What follows belongs to an exercise in optimizing a design on an open flow for small area, a short achievable clock period and few clock cycles; a production flow would make more cautious choices.
Only simulation tests tie the RTL to the original design; equivalence was not proved.
Power and IR drop assume default switching activity.

==> flow/design.v <==
module iec61937_framer (
    input             clk,
    input             rst,
    input             cmd_valid,
    output            cmd_ready,
    input      [7:0]  cmd_op,
    input      [31:0] cmd_arg,
    input      [31:0] cmd_dur,
    input      [31:0] cmd_cap,
    input             au_valid,
    output            au_ready,
    input      [7:0]  au_data,
    output            out_valid,
    input             out_ready,
    output     [7:0]  out_data,
    output            rsp_valid,
    output     [3:0]  rsp_status,
    output     [31:0] rsp_out_len,
    output            rsp_consumed,
    output            mem_we,
    output            mem_re,
    output     [18:0] mem_addr,
    output     [7:0]  mem_wdata,
    input      [7:0]  mem_rdata
);
    localparam [3:0] ST_OK = 4'd0, ST_NULL = 4'd5, ST_DUR = 4'd6, ST_BUF = 4'd7, ST_BAD = 4'd8;
    localparam IDLE = 0, DEC = 1, CAP1 = 2, CAP2 = 3, WR = 4, INTK = 5, PLAN0 = 6,
               FETCH = 7, EVAL = 8, PEND = 9, HDR = 10, SUB = 11, UPD = 12, RW0 = 13,
               TERM = 14, PAY = 15, ZERO = 16, ZDONE = 17, FIN = 18, RESP = 19;
    localparam NS = 20;
    reg [NS-1:0] st;
    reg          rdy;              
    reg        c_op20, c_op21, c_op22, c_argok, c_a16, c_big, c_durbad, c_ge16k, c_ge64k;
    reg [18:0] L;                  
    reg        Lz;                 
    reg        f_open, f_rate16, f_pend, mode;
    reg [2:0]  count, head;
    reg [12:0] odur;
    reg [15:0] pcm;
    reg [18:0] A, S;
    reg        eq;                 
    reg [20:0] R1;                 
    reg [16:0] R2;                 
    reg        r2z;
    reg [18:0] E_len;
    reg [12:0] E_dur;
    reg [2:0]  k, cur, tb;
    reg        tsel, split, stored_now, take_au, emit, pfirst;
    reg [16:0] pos;
    reg [7:0]  O, K, hold;
    reg        O_v, K_v, s1_v, we_r, we_pass;
    reg [3:0]  r_status;
    reg        r_burst, r_consumed;
    wire [16:0] period_m1 = f_rate16 ? 17'd65535 : 17'd16383;
    wire can_direct = !K_v && !s1_v;
    wire can_ram    = !K_v || !s1_v;
    wire tok_imm    = (st[HDR] || st[SUB] || st[TERM] || st[ZERO]) && can_direct;
    wire pay_ram    = st[PAY] && !r2z && !eq && can_ram;
    wire pay_au     = st[PAY] && !r2z && eq && take_au && !Lz && can_direct;
    wire free_in    = (st[INTK] || ((st[ZERO] || st[ZDONE]) && stored_now)) && !Lz;
    wire au_fire    = au_valid && (pay_au || free_in);
    wire pass_fire  = au_valid && pay_au;
    wire tok        = tok_imm || pass_fire || pay_ram;
    wire fetch_re   = st[FETCH] && (tb != 3'd5);
    wire [2:0]  n_sub = k - {2'd0, f_pend};
    wire [13:0] pd    = R2[16:3] + {10'd0, n_sub} + {13'd0, |R2[2:0]} + 14'd1;
    reg [7:0] imm;
    always @(*) begin
        imm = 8'h00;
        if (st[HDR]) begin
            case (pos[2:0])
                3'd0: imm = 8'hF8;
                3'd1: imm = 8'h72;
                3'd2: imm = 8'h4E;
                3'd3: imm = 8'h1F;
                3'd4: imm = f_rate16 ? 8'h18 : 8'h08;
                3'd5: imm = 8'h39;
                3'd6: imm = {2'd0, pd[13:8]};
                default: imm = pd[7:0];
            endcase
        end else if (st[SUB]) begin
            case (pos[2:0])
                3'd0: imm = {3'd0, R1[20:16]};
                3'd1: imm = R1[15:8];
                3'd2: imm = R1[7:0];
                3'd3: imm = {5'd0, E_len[18:16]};
                3'd4: imm = E_len[15:8];
                3'd5: imm = E_len[7:0];
                3'd6: imm = pcm[15:8];
                default: imm = pcm[7:0];
            endcase
        end
    end
    wire [7:0] push_data = s1_v ? mem_rdata : (st[PAY] ? au_data : imm);
    wire       push      = (s1_v && !K_v) || tok_imm || pass_fire;
    wire       pop       = O_v && out_ready;
    reg [7:0] nbyte;
    always @(*) begin
        case (tb)
            3'd0: nbyte = E_len[15:8];
            3'd1: nbyte = E_len[7:0];
            3'd2: nbyte = {3'd0, E_dur[12:8]};
            default: nbyte = E_dur[7:0];
        endcase
    end
    assign cmd_ready    = rdy;
    assign au_ready     = pay_au || free_in;
    assign out_valid    = O_v;
    assign out_data     = O;
    assign rsp_valid    = st[RESP];
    assign rsp_status   = r_status;
    assign rsp_out_len  = {15'd0, r_burst & f_rate16, 1'b0, r_burst & ~f_rate16, 14'd0};
    assign rsp_consumed = r_consumed;
    assign mem_we       = we_r;
    assign mem_re       = pay_ram || fetch_re;
    assign mem_addr     = tsel ? {3'b111, 10'd0, cur, tb} : A;
    assign mem_wdata    = hold;
    wire [18:0] A_inc   = (A == 19'h6FFFF) ? 19'd0 : A + 19'd1;
    wire [18:0] diff    = A - S;
    wire [18:0] stored  = (A < S) ? diff - 19'h10000 : diff;
    wire [20:0] capsum  = R1[19:0] + {1'b0, L};
    wire [16:0] a0      = f_rate16 ? (f_pend ? 17'd65512 : 17'd65504)
                                   : (f_pend ? 17'd16360 : 17'd16352);
    wire [20:0] ev_room = R1 - {2'd0, E_len} - 21'd8;
    wire [14:0] ev_drem = {1'b0, R2[13:0]} - {2'd0, E_dur};
    wire        ev_sp   = !R1[20] && (R1[19:4] != 16'd0);
    wire        ev_take = !ev_drem[14] && (!ev_room[20] || ev_sp);
    wire [16:0] cap_k   = a0 - {11'd0, k, 3'd0};
    wire [16:0] pdl     = cap_k - (split ? 17'd0 : R1[16:0]);
    wire [12:0] odur_add = odur + E_dur;
    reg [18:0] A_d, S_d, L_d;
    reg [16:0] R2_d;
    reg        swap;
    reg [NS-1:0] stn;
    integer i;
    always @(*) begin
        A_d = A; S_d = S; L_d = L; R2_d = R2;
        if (st[DEC] && c_op20 && c_argok) begin
            A_d = 19'd0; S_d = 19'd0;
        end
        if (swap) begin
            A_d = S; S_d = A;
        end
        if (pay_ram) begin
            A_d = A_inc; R2_d = R2 - 17'd1;
        end
        if (we_r && !tsel) begin
            A_d = A_inc;
            if (we_pass) S_d = A_inc;
        end
        if (au_fire) L_d = L - 19'd1;
        if (pass_fire) R2_d = R2 - 17'd1;
        if (rdy) L_d = cmd_arg[18:0];
        if (st[PLAN0]) R2_d = {4'd0, odur};
        if (st[EVAL] && ev_take) R2_d = {2'd0, ev_drem};
        if (st[PEND]) R2_d = pdl;
    end
    always @(*) begin
        swap = 1'b0;
        if (st[DEC] && c_op21 && f_open && !c_durbad && (f_rate16 ? c_ge64k : c_ge16k)
            && odur[12:10] == 3'd0 && count != 3'd5 && !mode)
            swap = 1'b1;                                     
        if (st[PEND] && mode && !(k == 3'd0 && stored_now))
            swap = 1'b1;                                     
        if (st[PAY] && r2z && stored_now && !take_au)
            swap = 1'b1;                                     
    end
    always @(posedge clk) begin
        eq  <= (A_d == S_d);
        r2z <= (R2_d == 17'd0);
        Lz  <= (L_d == 19'd0);
        A   <= A_d;
        S   <= S_d;
        L   <= L_d;
        R2  <= R2_d;
        if (swap) mode <= ~mode;
        if (st[PAY] && r2z && take_au) mode <= 1'b1;
        if (rdy) begin
            c_op20   <= cmd_op == 8'h20;
            c_op21   <= cmd_op == 8'h21;
            c_op22   <= cmd_op == 8'h22;
            c_argok  <= cmd_arg == 32'd4 || cmd_arg == 32'd16;
            c_a16    <= cmd_arg[4];
            c_big    <= |cmd_arg[31:19];
            c_durbad <= (|cmd_dur[31:13]) || (cmd_dur[12] && |cmd_dur[11:0]);
            c_ge16k  <= |cmd_cap[31:14];
            c_ge64k  <= |cmd_cap[31:16];
            E_len    <= cmd_arg[18:0];
            E_dur    <= cmd_dur[12:0];
        end
        if (K_v) begin
            if (pop) begin
                O   <= K;
                K_v <= 1'b0;
            end
        end else if (push) begin
            if (!O_v || pop) begin
                O   <= push_data;
                O_v <= 1'b1;
            end else begin
                K   <= push_data;
                K_v <= 1'b1;
            end
        end else if (pop) begin
            O_v <= 1'b0;
        end
        s1_v <= pay_ram || (s1_v && K_v);
        if (tok) pos <= pos + 17'd1;
        we_r    <= 1'b0;
        we_pass <= 1'b0;
        if (au_fire) begin
            hold    <= au_data;
            we_r    <= 1'b1;
            we_pass <= pass_fire;
        end
        if (st[FETCH]) begin
            tb <= tb + 3'd1;
            case (tb)
                3'd1: E_len[18:16] <= mem_rdata[2:0];
                3'd2: E_len[15:8]  <= mem_rdata;
                3'd3: E_len[7:0]   <= mem_rdata;
                3'd4: E_dur[12:8]  <= mem_rdata[4:0];
                3'd5: E_dur[7:0]   <= mem_rdata;
                default: ;
            endcase
        end
        stn = st;
        case (1'b1)
            st[IDLE], st[RESP]: begin
                if (cmd_valid) begin
                    stn = 1 << DEC;
                end else begin
                    stn = 1 << IDLE;
                    rdy <= 1'b1;
                end
            end
            st[DEC]: begin
                r_burst    <= 1'b0;
                r_consumed <= 1'b0;
                r_status   <= ST_OK;
                stored_now <= 1'b0;
                split      <= 1'b0;
                emit       <= 1'b0;
                take_au    <= 1'b0;
                stn         = 1 << RESP;
                if (c_op20) begin
                    if (c_argok) begin
                        f_open   <= 1'b1;
                        f_rate16 <= c_a16;
                        count    <= 3'd0;
                        odur     <= 13'd0;
                        pcm      <= 16'd0;
                        f_pend   <= 1'b0;
                    end else
                        r_status <= ST_NULL;
                end else if (c_op21) begin
                    if (!f_open)
                        r_status <= ST_NULL;
                    else if (c_durbad)
                        r_status <= ST_DUR;
                    else if (!(f_rate16 ? c_ge64k : c_ge16k))
                        r_status <= ST_BUF;
                    else if (odur[12:10] == 3'd0) begin
                        if (count == 3'd5)
                            r_status <= ST_BUF;
                        else
                            stn = 1 << CAP1;
                    end else
                        stn = 1 << PLAN0;
                end else if (c_op22) begin
                    f_open <= 1'b0;
                end else
                    r_status <= ST_BAD;
            end
            st[CAP1]: begin
                R1 <= {2'd0, stored};
                stn = 1 << CAP2;
            end
            st[CAP2]: begin
                if (c_big || capsum > 21'd327680) begin
                    r_status <= ST_BUF;
                    stn       = 1 << RESP;
                end else begin
                    stored_now <= 1'b1;
                    r_consumed <= 1'b1;
                    odur       <= odur_add;
                    cur        <= head + count;
                    count      <= count + 3'd1;
                    tsel       <= 1'b1;
                    tb         <= 3'd0;
                    stn         = 1 << WR;
                end
            end
            st[WR]: begin
                if (!we_r) begin
                    hold <= {5'd0, E_len[18:16]};
                    we_r <= 1'b1;
                end else if (tb != 3'd4) begin
                    hold <= nbyte;
                    we_r <= 1'b1;
                    tb   <= tb + 3'd1;
                end else begin
                    tsel <= 1'b0;
                    if (emit)
                        stn = 1 << TERM;
                    else if (odur[12:10] == 3'd0)
                        stn = 1 << INTK;
                    else
                        stn = 1 << PLAN0;
                end
            end
            st[INTK]: begin
                if (Lz)
                    stn = 1 << RESP;
            end
            st[PLAN0]: begin
                R1  <= {4'd0, a0};
                k   <= 3'd0;
                cur <= head;
                if (count == 3'd0)
                    stn = 1 << PEND;
                else begin
                    tsel <= 1'b1;
                    tb   <= 3'd0;
                    stn   = 1 << FETCH;
                end
            end
            st[FETCH]: begin
                if (tb == 3'd5) begin
                    tsel <= 1'b0;
                    if (!emit)
                        stn = 1 << EVAL;
                    else if (pfirst)
                        stn = 1 << UPD;
                    else
                        stn = 1 << SUB;
                end
            end
            st[EVAL]: begin
                if (ev_take) begin
                    R1  <= ev_room;
                    k   <= k + 3'd1;
                    cur <= cur + 3'd1;
                    if (ev_room[20]) begin
                        split <= 1'b1;
                        stn    = 1 << PEND;
                    end else if (k + 3'd1 == count)
                        stn = 1 << PEND;
                    else begin
                        tsel <= 1'b1;
                        tb   <= 3'd0;
                        stn   = 1 << FETCH;
                    end
                end else
                    stn = 1 << PEND;
            end
            st[PEND]: begin
                if (k == 3'd0 && stored_now)
                    stn = 1 << INTK;
                else begin
                    take_au <= stored_now && (k == count);
                    R1      <= {15'd0, n_sub + 3'd2, 3'd0};
                    pos     <= 17'd0;
                    emit    <= 1'b1;
                    pfirst  <= f_pend;
                    stn      = 1 << HDR;
                end
            end
            st[HDR]: begin
                if (tok_imm && pos[2:0] == 3'd7) begin
                    if (k == 3'd0)
                        stn = 1 << TERM;
                    else begin
                        cur  <= head;
                        tsel <= 1'b1;
                        tb   <= 3'd0;
                        stn   = 1 << FETCH;
                    end
                end
            end
            st[SUB]: begin
                if (tok_imm && pos[2:0] == 3'd7)
                    stn = 1 << UPD;
            end
            st[UPD]: begin
                R1     <= R1 + {2'd0, E_len};
                pcm    <= pcm + {3'd0, E_dur};
                k      <= k - 3'd1;
                pfirst <= 1'b0;
                if (k == 3'd1 && split)
                    stn = 1 << RW0;
                else begin
                    head  <= head + 3'd1;
                    count <= count - 3'd1;
                    if (k == 3'd1)
                        stn = 1 << TERM;
                    else begin
                        cur  <= head + 3'd1;
                        tsel <= 1'b1;
                        tb   <= 3'd0;
                        stn   = 1 << FETCH;
                    end
                end
            end
            st[RW0]: begin
                E_len <= R1[18:0] - (f_rate16 ? 19'd65520 : 19'd16368);
                E_dur <= 13'd0;
                cur   <= head;
                tsel  <= 1'b1;
                tb    <= 3'd0;
                stn    = 1 << WR;
            end
            st[TERM]: begin
                if (tok_imm && pos[2:0] == 3'd7)
                    stn = 1 << PAY;
            end
            st[PAY]: begin
                if (r2z)
                    stn = 1 << ZERO;
            end
            st[ZERO]: begin
                if (tok_imm && pos == period_m1)
                    stn = 1 << ZDONE;
            end
            st[ZDONE]: begin
                if ((Lz || !stored_now) && !O_v && !K_v && !s1_v)
                    stn = 1 << FIN;
            end
            st[FIN]: begin
                odur    <= odur - 13'd1024;
                pcm     <= pcm - 16'd1024;
                f_pend  <= split;
                r_burst <= 1'b1;
                stn      = 1 << RESP;
            end
            default: stn = 1 << IDLE;
        endcase
        st  <= stn;
        rdy <= stn[IDLE] | stn[RESP];
        if (rst) begin
            st     <= 1 << IDLE;
            rdy    <= 1'b1;
            f_open <= 1'b0;
            O_v    <= 1'b0;
            K_v    <= 1'b0;
            s1_v   <= 1'b0;
            we_r   <= 1'b0;
            tsel   <= 1'b0;
        end
    end
endmodule
==> flow/run.sh <==
#!/bin/bash
# synth_recipe.tcl (not shown) runs the flow's synth.tcl, then flattens the netlist and writes it again
# the make line also repeats each setting of config.mk as NAME=value (left out here)
make -C /OpenROAD-flow-scripts/flow DESIGN_CONFIG=/design/flow/config.mk WORK_HOME=/design/flow/orfs CLKGATE_MAP_FILE= SYNTH_SCRIPT=/design/flow/synth_recipe.tcl finish
==> flow/config.mk <==
export PLATFORM = sky130hd
export DESIGN_NAME = iec61937_framer
export DESIGN_NICKNAME = iec61937_framer
export VERILOG_FILES = /design/flow/design.v
export SDC_FILE = /design/flow/constraint.sdc
export NUM_CORES = 4
export LEC_CHECK = 0
export CAP_MARGIN = 20
export CORE_MARGIN = 2
export CORE_UTILIZATION = 40
export PLACE_DENSITY = 0.6
export SETUP_SLACK_MARGIN = 5
export SLEW_MARGIN = 20
==> flow/constraint.sdc <==
create_clock -name core_clock -period 8.0 [get_ports {clk}]
set_input_delay 1.6000 -clock core_clock [delete_from_list [all_inputs] [get_ports {clk}]]
set_output_delay 1.6000 -clock core_clock [all_outputs]
set_load 0.01 [all_outputs]
==> summary.txt, run 1 <==
Setup path
  • CP Launch Type: register
  • Setup crit end kind: register
  • Worst Path Required: a little over 8000 ps
  • Critical path peak fanout: 7
  • Worst Path Class, Setup: register to register
  • CP arrival: 4530 ps

Finish
  • Commonest non-fill, non-tap cell in the layout: nor2_1
  • Layout Nets: ~3500
  • Most frequent cells in the layout: nor2_1, nand2_1, buf_4
  • Non-Filler Instances: around 3900
  • Fill count: 5157
  • Layout cell share with drive strength beyond 1: 0.2236
  • Inserted Diodes: 0
  • Post-synthesis to final-layout area growth: 34.51%

Clock network
  • Worst skew pair latency: between 500 and 600 ps
  • Hold buffer count at cts: 0
  • Maximum clock path buffer count: 3
  • CTS root buf: clkbuf_16
  • Clk slew on worst S/H paths: 60 ps
  • CTS Sinks: between 200 and 300
  • H-tree depth: 2
  • Cts bufs inserted: 35
  • CTS tree: yes

Synthesis
  • Post-synth EDFFs: between 90 and 100
  • Xor/xnor share of the synthesized area: 0.07637
  • Area share of the largest cell type after synthesis: 0.1456
  • Seq/Total Area, Yosys: 0.2759
  • Syn_area_per_cell: 8.065 um2
  • Synth Area in Adders: 0.1105
  • Post-synthesis simple-gate area fraction: 0.2056
  • Ys Warns: 1
  • Area of the mapped netlist: ~23000 um2
  • Cell taking the most area after synthesis: dfxtp_1
  • Post-synthesis compound-gate area fraction: 0.2312
  • Yosys cell types: 101
  • Ys flop type: dfxtp_1
  • Largest family of logic cells by synthesized area: compound AO/OA/AOI/OAI gates
  • Top cells by area, synth: dfxtp_1, edfxtp_1, ha_1
  • Async set-reset flop share out of synthesis: 0
  • Multiplexer area fraction after synthesis: 0.03569
  • FF+latch count, synth: 265
  • Synthesized netlist cell count: ~2800

Die
  • Die width: ~240 um
  • Core Footprint: roughly 56000 um2
  • Core Rows: between 80 and 90
  • Die ar.: 58980 um2
  • Initial Util: 0.4048
  • # IOs: around 200
  • Die Ht: between 200 and 250 um

Min path
  • Hold Crit Class: register to register

Timing
  • Slew @ Worst Pin: 1299 ps
  • Final Hold Viols: 0
  • Headroom to the max-slew limit: 0.1265
  • Setup Skew: 34.81 ps
  • Period utilization: 0.5308
  • Setup TNS: 0 ps
  • Setup WS post-layout: between 3000 and 4000 ps
  • Final Setup Violations: 0
  • F_max: approximately 240 MHz
  • Post-route minimum period: ~4200 ps
  • Unrepaired setup endpoints after global routing: true
  • Max-slew violation count: 0
  • Hold Slack: 507.0 ps

Detailed routing
  • Drt pass-1 iters: 6
  • Initial DRC Count: 2461
  • Vias/cell: 6.144
  • ANT nets after route: 0
  • Post-Route WL: approximately 96000 um
  • DR DRC count: 0
  • Wire per inst: ~24 um
  • Routed via count: between 20000 and 25000

Place
  • Gpl congestion: about 1
  • Hpwl dp: approximately 67000 um
  • PortBufs: 158
  • Cell total after placement: ~3700
  • Place WS: between 2000 and 3000 ps

Global route
  • Number of global-route vias before repair: approximately 23000
  • First-pass GRT wire length: 140900 um
  • Pin count of the biggest net entering global routing: 59
  • Remaining global-route overflow: 0
  • GRT Resource Usage Total: 0.3083
  • Initial antenna violation count: 1

Run
  • # Max-Cap Violations: 0

Power and ir drop
  • Leak pwr: 12.23 nW
  • Overall power: 0.004892 W
  • Worst vdd ir: roughly 110 uV
  • Cell Pwr Density: about 160 nW/um2

Run status
  • Status: no timing/DRC/antenna violations
## report_power, final
part / internal [W] / leakage, nW / switching [W] / total, W
clock: 0.00105 / 0.605 / 0.000674 / 0.00172
combinational: 0.000731 / 9.35 / 0.000840 / 0.00157
sequential: 0.00148 / 2.27 / 0.000123 / 0.00160
total: 0.00326 / 12.2 / 0.00164 / 0.00489
## cells by family after synthesis
family	after synthesis
compound gates	790
xor+xnor	199
fa+ha+maj	195
buf+inv	359
flops	265
mux	79
other cells	1
simple gates	942
## cells in the mapped netlist (23+ instances only)
cell type and number:
nor2_1 253, inv_1 199, nand2_1 198, ha_1 184
o21ai_0 182, a21oi_1 178, dfxtp_1 166, xnor2_1 131
clkbuf_1 107, edfxtp_1 99, nand3_1 92, nor3_1 76
xor2_1 68, mux2i_1 60, nor2b_1 57, nor4_1 54
nand2b_1 44, a21o_1 42, o211ai_1 40, a211oi_1 33
buf_4 31, nand4_1 29, a31oi_1 26, and3_1 25
or3_1 25, o22ai_1 23, o31ai_1 23
## critical path, stage by stage, from the launching register on
cell and delay [ps]:
edfxtp_1 540, ha_2 260, fa_2 380, a211o_1 330
a2111oi_4 370, o221ai_2 180, a21oi_2 170, mux2_4 320
a2111oi_4 310, o22a_2 230, o31a_4 200, a21oi_4 90
nor3b_4 260, buf_12 160, buf_12 130
## registers in the layout, summed over array words and instances (netlist names), 16 cells and up
register  cells
E_len        19
pos          17
R2           17
R1           21
A            19
st           20
pcm          16
S            19
L            19
## stage by stage
step                utilization  instance area [um2]
floorplan                     -                23380
global placement         0.4514                25450
detailed placement       0.4514                25450
CTS                      0.5265                29690
global route             0.5444                30700
finish                   0.5444                30700
## worst paths after layout
check / startpoint / endpoint / slack, ps / cells past startpoint
worst max-delay path: R1[0] / odur[9] / 3750 / 14
worst min-delay path: pos[9] / pos[9] / 510 / 2
worst max register to register: R1[0] / odur[9] / 3750 / 14
worst min register to register: pos[9] / pos[9] / 510 / 2
## area by class of cell
| type | count | area (um2) | area share |
|---|---|---|---|
| clock buffer | 45 | 953.4 | 0.03106 |
| clock inverter | 19 | 285.3 | 0.009292 |
| inverter | 201 | 809.5 | 0.02637 |
| multi-input combinational | 2236 | 17310 | 0.5638 |
| sequential | 265 | 6337 | 0.2064 |
| tap | 756 | 945.9 | 0.03081 |
| timing repair buffer | 423 | 4060 | 0.1323 |
## metal layers
layer  up-vias  track usage  routed length (um)
met5         -            0                   0
met4         0       0.1342                4666
met3       273      0.06269                8842
met2      1231       0.4916               42780
met1     11750       0.4034               39310
li1      10990            -                   -
## what timing repair did
item | in CTS | in global routing
pin swaps | 159 | 120
resized for setup | 475 | 147
endpoints found under the setup margin | 256 | 171
gates cloned | 7 | 1
setup buffers | 173 | 46
Testbench counts, summed over its fixed seeds: cycles 3,718,344.
==> inputs of run 2 (changes only) <==
--- a/flow/config.mk
+++ b/flow/config.mk
@@ -9,5 +9,4 @@
 export CORE_MARGIN = 2
 export CORE_UTILIZATION = 40
 export PLACE_DENSITY = 0.6
-export SETUP_SLACK_MARGIN = 5
 export SLEW_MARGIN = 20
==> summary.txt, run 2 <==
Finish
  • Fill count: 5576 (+8.1%)
  • Largest register FFs: 21 (unchanged)
  • Layout Nets: 3253 (-6.6%)
  • Final Util: 0.4655 (-0.07895)
  • Layout cell share with drive strength beyond 1: 0.05443 (-0.1692)
  • Top flop regs: R1 (21), st (20)
  • Inserted Diodes: 0 (unchanged)
  • Most flop-heavy register: R1
  • Most frequent cells in the layout: nor2_1, inv_1, nand2_1
  • Post-synthesis to final-layout area growth: 15.00%
  • Commonest non-fill, non-tap cell in the layout: nor2_1

Detailed routing
  • Drt pass-1 iters: 6 (unchanged)
  • DR DRC count: 0 (unchanged)
  • Routed via count: 22470 (-7.3%)
  • Post-Route WL: 86220 um (-9.8%)
  • Initial DRC Count: 2097 (-15%)
  • Vias/cell: 6.051 (-1.5%)
  • Wire per inst: 23.22 um (-4.2%)
  • ANT nets after route: 0 (unchanged)

Clock network
  • H-tree depth: 2 (unchanged)
  • Hold buffer count at cts: 0 (unchanged)
  • CTS tree: yes
  • Clk slew on worst S/H paths: 60 ps (about the same)
  • Maximum clock path buffer count: 3 (unchanged)
  • CTS root buf: clkbuf_16
  • Postcts setup bufs: 0 (-100%)
  • CTS Sinks: 265 (unchanged)
  • Worst skew pair latency: 560 ps (-20 ps)
  • Cts bufs inserted: 34 (-2.9%)
  • Resize count post-CTS: 0 (-100%)

Global route
  • GRT Resource Usage Total: 0.2820 (-0.02635)
  • First-pass GRT wire length: 129300 um (-8.3%)
  • Pin count of the biggest net entering global routing: 81 (+37%)
  • Number of global-route vias before repair: 21450 (-7.0%)
  • Initial antenna violation count: 1 (unchanged)
  • Remaining global-route overflow: 0 (unchanged)

Timing
  • F_max: 193.3 MHz (-18%)
  • Final Setup Violations: 0 (unchanged)
  • Max-slew violation count: 0 (unchanged)
  • Period utilization: 0.6466 (+0.1158)
  • Headroom to the max-slew limit: 0.1330 (+0.006512)
  • Setup TNS: 0 ps (unchanged)
  • Final Hold Viols: 0 (unchanged)
  • Setup Skew: 25.56 ps (-9.251 ps)
  • Post-route minimum period: 5173 ps (+926.7 ps)
  • Slew @ Worst Pin: 1289 ps (-9.681 ps)
  • Unrepaired setup endpoints after global routing: false

Synthesis
  • Cell taking the most area after synthesis: dfxtp_1
  • Top cells by area, synth: dfxtp_1, edfxtp_1, ha_1
  • Top-count cell post-synth: nor2_1
  • Synthesized netlist cell count: 2830 (unchanged)
  • Xor/xnor share of the synthesized area: 0.07637 (unchanged)
  • Largest family of logic cells by synthesized area: compound AO/OA/AOI/OAI gates
  • Area share of the largest cell type after synthesis: 0.1456 (unchanged)
  • Post-synthesis compound-gate area fraction: 0.2312 (unchanged)
  • Synth Area in Adders: 0.1105 (unchanged)
  • Async set-reset flop share out of synthesis: 0 (unchanged)
  • Multiplexer area fraction after synthesis: 0.03569 (unchanged)
  • Yosys cell types: 101 (unchanged)
  • FF+latch count, synth: 265 (unchanged)
  • Seq/Total Area, Yosys: 0.2759 (unchanged)
  • Area of the mapped netlist: 22820 um2 (unchanged)
  • Post-synth EDFFs: 99 (unchanged)
  • Ys Warns: 1 (unchanged)
  • Ys flop type: dfxtp_1
  • Syn_area_per_cell: 8.065 um2 (unchanged)
  • Top cells by instance count after synthesis: nor2_1, inv_1, nand2_1
  • Post-synthesis simple-gate area fraction: 0.2056 (unchanged)

Setup path
  • CP arrival: 3570 ps (-960 ps)
  • Critical path peak fanout: 22 (+15)
  • Worst Path Class, Setup: register to output pin
  • CP max stage cell: dfxtp_1
  • Setup crit end kind: output pin
  • Worst Path Required: 6400 ps (-1880 ps)
  • CP Launch Type: register
  • CP Cell Sequence: nand2b_1 -> a211oi_1 -> a21o_1 -> clkdlybuf4s50_1
  • Delay of the slowest cell on the worst path: 1000 ps (+460 ps)

Die
  • Core Rows: 87 (unchanged)
  • Die ar.: 58980 um2 (unchanged)
  • # IOs: 203 (unchanged)
  • Core Footprint: 56390 um2 (unchanged)
  • Initial Util: 0.4048 (unchanged)
  • Die Ht: 242.9 um (unchanged)
  • Die width: 242.9 um (unchanged)

Power and ir drop
  • Clock power frac: 0.370 (+0.019)
  • Gate power share: 0.276 (-0.045)
  • Net Sw Power: 0.001487 W (-9.2%)
  • Pint: 0.003018 W (-7.3%)
  • Sw frac: 0.3300 (-0.004596)
  • Reg power frac: 0.354 (+0.027)
  • Leak pwr: 10.45 nW (-15%)
  • Overall power: 0.004505 W (-7.9%)
  • Worst vdd ir: 109.7 uV (-2.3%)
  • Cell Pwr Density: 171.6 nW/um2 (+7.7%)

Run
  • # Max-Cap Violations: 0 (unchanged)

Min path
  • Hold Crit Class: register to register

Place
  • Gpl congestion: 0.9686 (-0.51%)
  • Hpwl dp: 65760 um (-1.4%)
  • PortBufs: 158 (unchanged)

Run status
  • Status: no timing/DRC/antenna violations
## run 2: cell types whose count changed in the layout (fill, tap and decap cells not counted), sizes merged
cell	change
bufbuf	-3
dlygate4sd2	-23
buf	-248
inv	+9
o31a	-1
clkinv	-4
bufinv	-3
clkinvlp	-4
clkbuf	-3
clkdlybuf4s50	+49
## run 2: cell families (layout without fill, tap and decap cells)
family	Yosys count	count (layout)
simple gates	942	942
xor+xnor	199	199
fa+ha+maj	195	195
other cells	1	30
mux	79	79
flops	265	265
buf+inv	359	458
compound gates	790	790
## run 2: worst paths after layout
path               start     end  slack (ps)  cells past startpoint
setup / recovery  st[15]  mem_re        2830                      4
hold / removal    pos[9]  pos[9]         500                      2
setup reg to reg   R1[9]     r2z        2850                     14
hold reg to reg   pos[9]  pos[9]         500                      2
## run 2: critical path: cells and delay by family, from the launching register on
family,cells,cell delay (ps)
AND/OR/NAND/NOR,1,500
buffers and inverters,1,570
AO/OA/AOI/OAI,2,940
flip-flops,1,1000
## run 2: layout make-up
cell class              instances  area, um2  area share
clock buffers                  44       1013     0.03861
multi-input cells            2235      15190      0.5787
repair buffers                196       1864     0.07103
clock inverters                17      181.4    0.006912
well taps                     756      945.9     0.03604
flip-flops and latches        265       6299      0.2400
inverters                     201      754.5     0.02874
## run 2: layer usage
layer | part of all wire | global-route usage | up-vias
met5 | 0.00013 | 0 | -
met4 | 0.039 | 0.1160 | 2
met3 | 0.083 | 0.04544 | 172
met2 | 0.43 | 0.4312 | 1008
met1 | 0.45 | 0.3938 | 10800
li1 | - | - | 10500
## run 2: through the flow
step                hold slack [ps]  setup WS (ps)  std cells  instance area, um2
floorplan                     400.3           1169       2859               22930
global placement              468.2           2939       3651               25040
detailed placement            490.4           2929       3652               25050
CTS                           504.4           2897       3713               26240
global route                  523.0           2563       3714               26250
finish                        504.4           2827       3714               26250
## run 2: power groups by stage
stage,combinational [W],clock [W],sequential [W]
global route,0.00137,0.00173,0.00160
CTS,0.00123,0.00168,0.00159
detailed placement,0.00122,0,0.00162
global placement,0.00120,0,0.00162
finish,0.00125,0.00167,0.00159
floorplan,0.000870,0,0.00157

re-timing with driven ports:
No port has a modelled driver above. Below, the same layouts with a new extraction and two added sets of constraints. Step 1: set_driving_cell puts a clkbuf_16 on clk and a buf_2 on each other input, an assumption about the parent block. Step 2 moves the port delays by t, midway between the first and last clock arrival at a register: inputs arrive t later, outputs are due t later. That takes back most of the time a late clock gives input paths. a / b / c = no drivers / after step 1 / after step 2; a / b = the first two.
| run | shift t [ns] | setup slack, ns | slew at the worst register clock pin (ns) | worst slew at a driven data input, ns | cell pins on the clock port's net |
|---|---|---|---|---|---|
| run 1 | 0.623 | 3.754 / 3.754 / 3.754 | 0.07 / 0.07 | 0.06 | 1 |
| run 2 | 0.606 | 2.827 / 2.766 / 2.846 | 0.07 / 0.07 | 0.05 | 1 |
After both steps setup and hold are still met in every run listed.
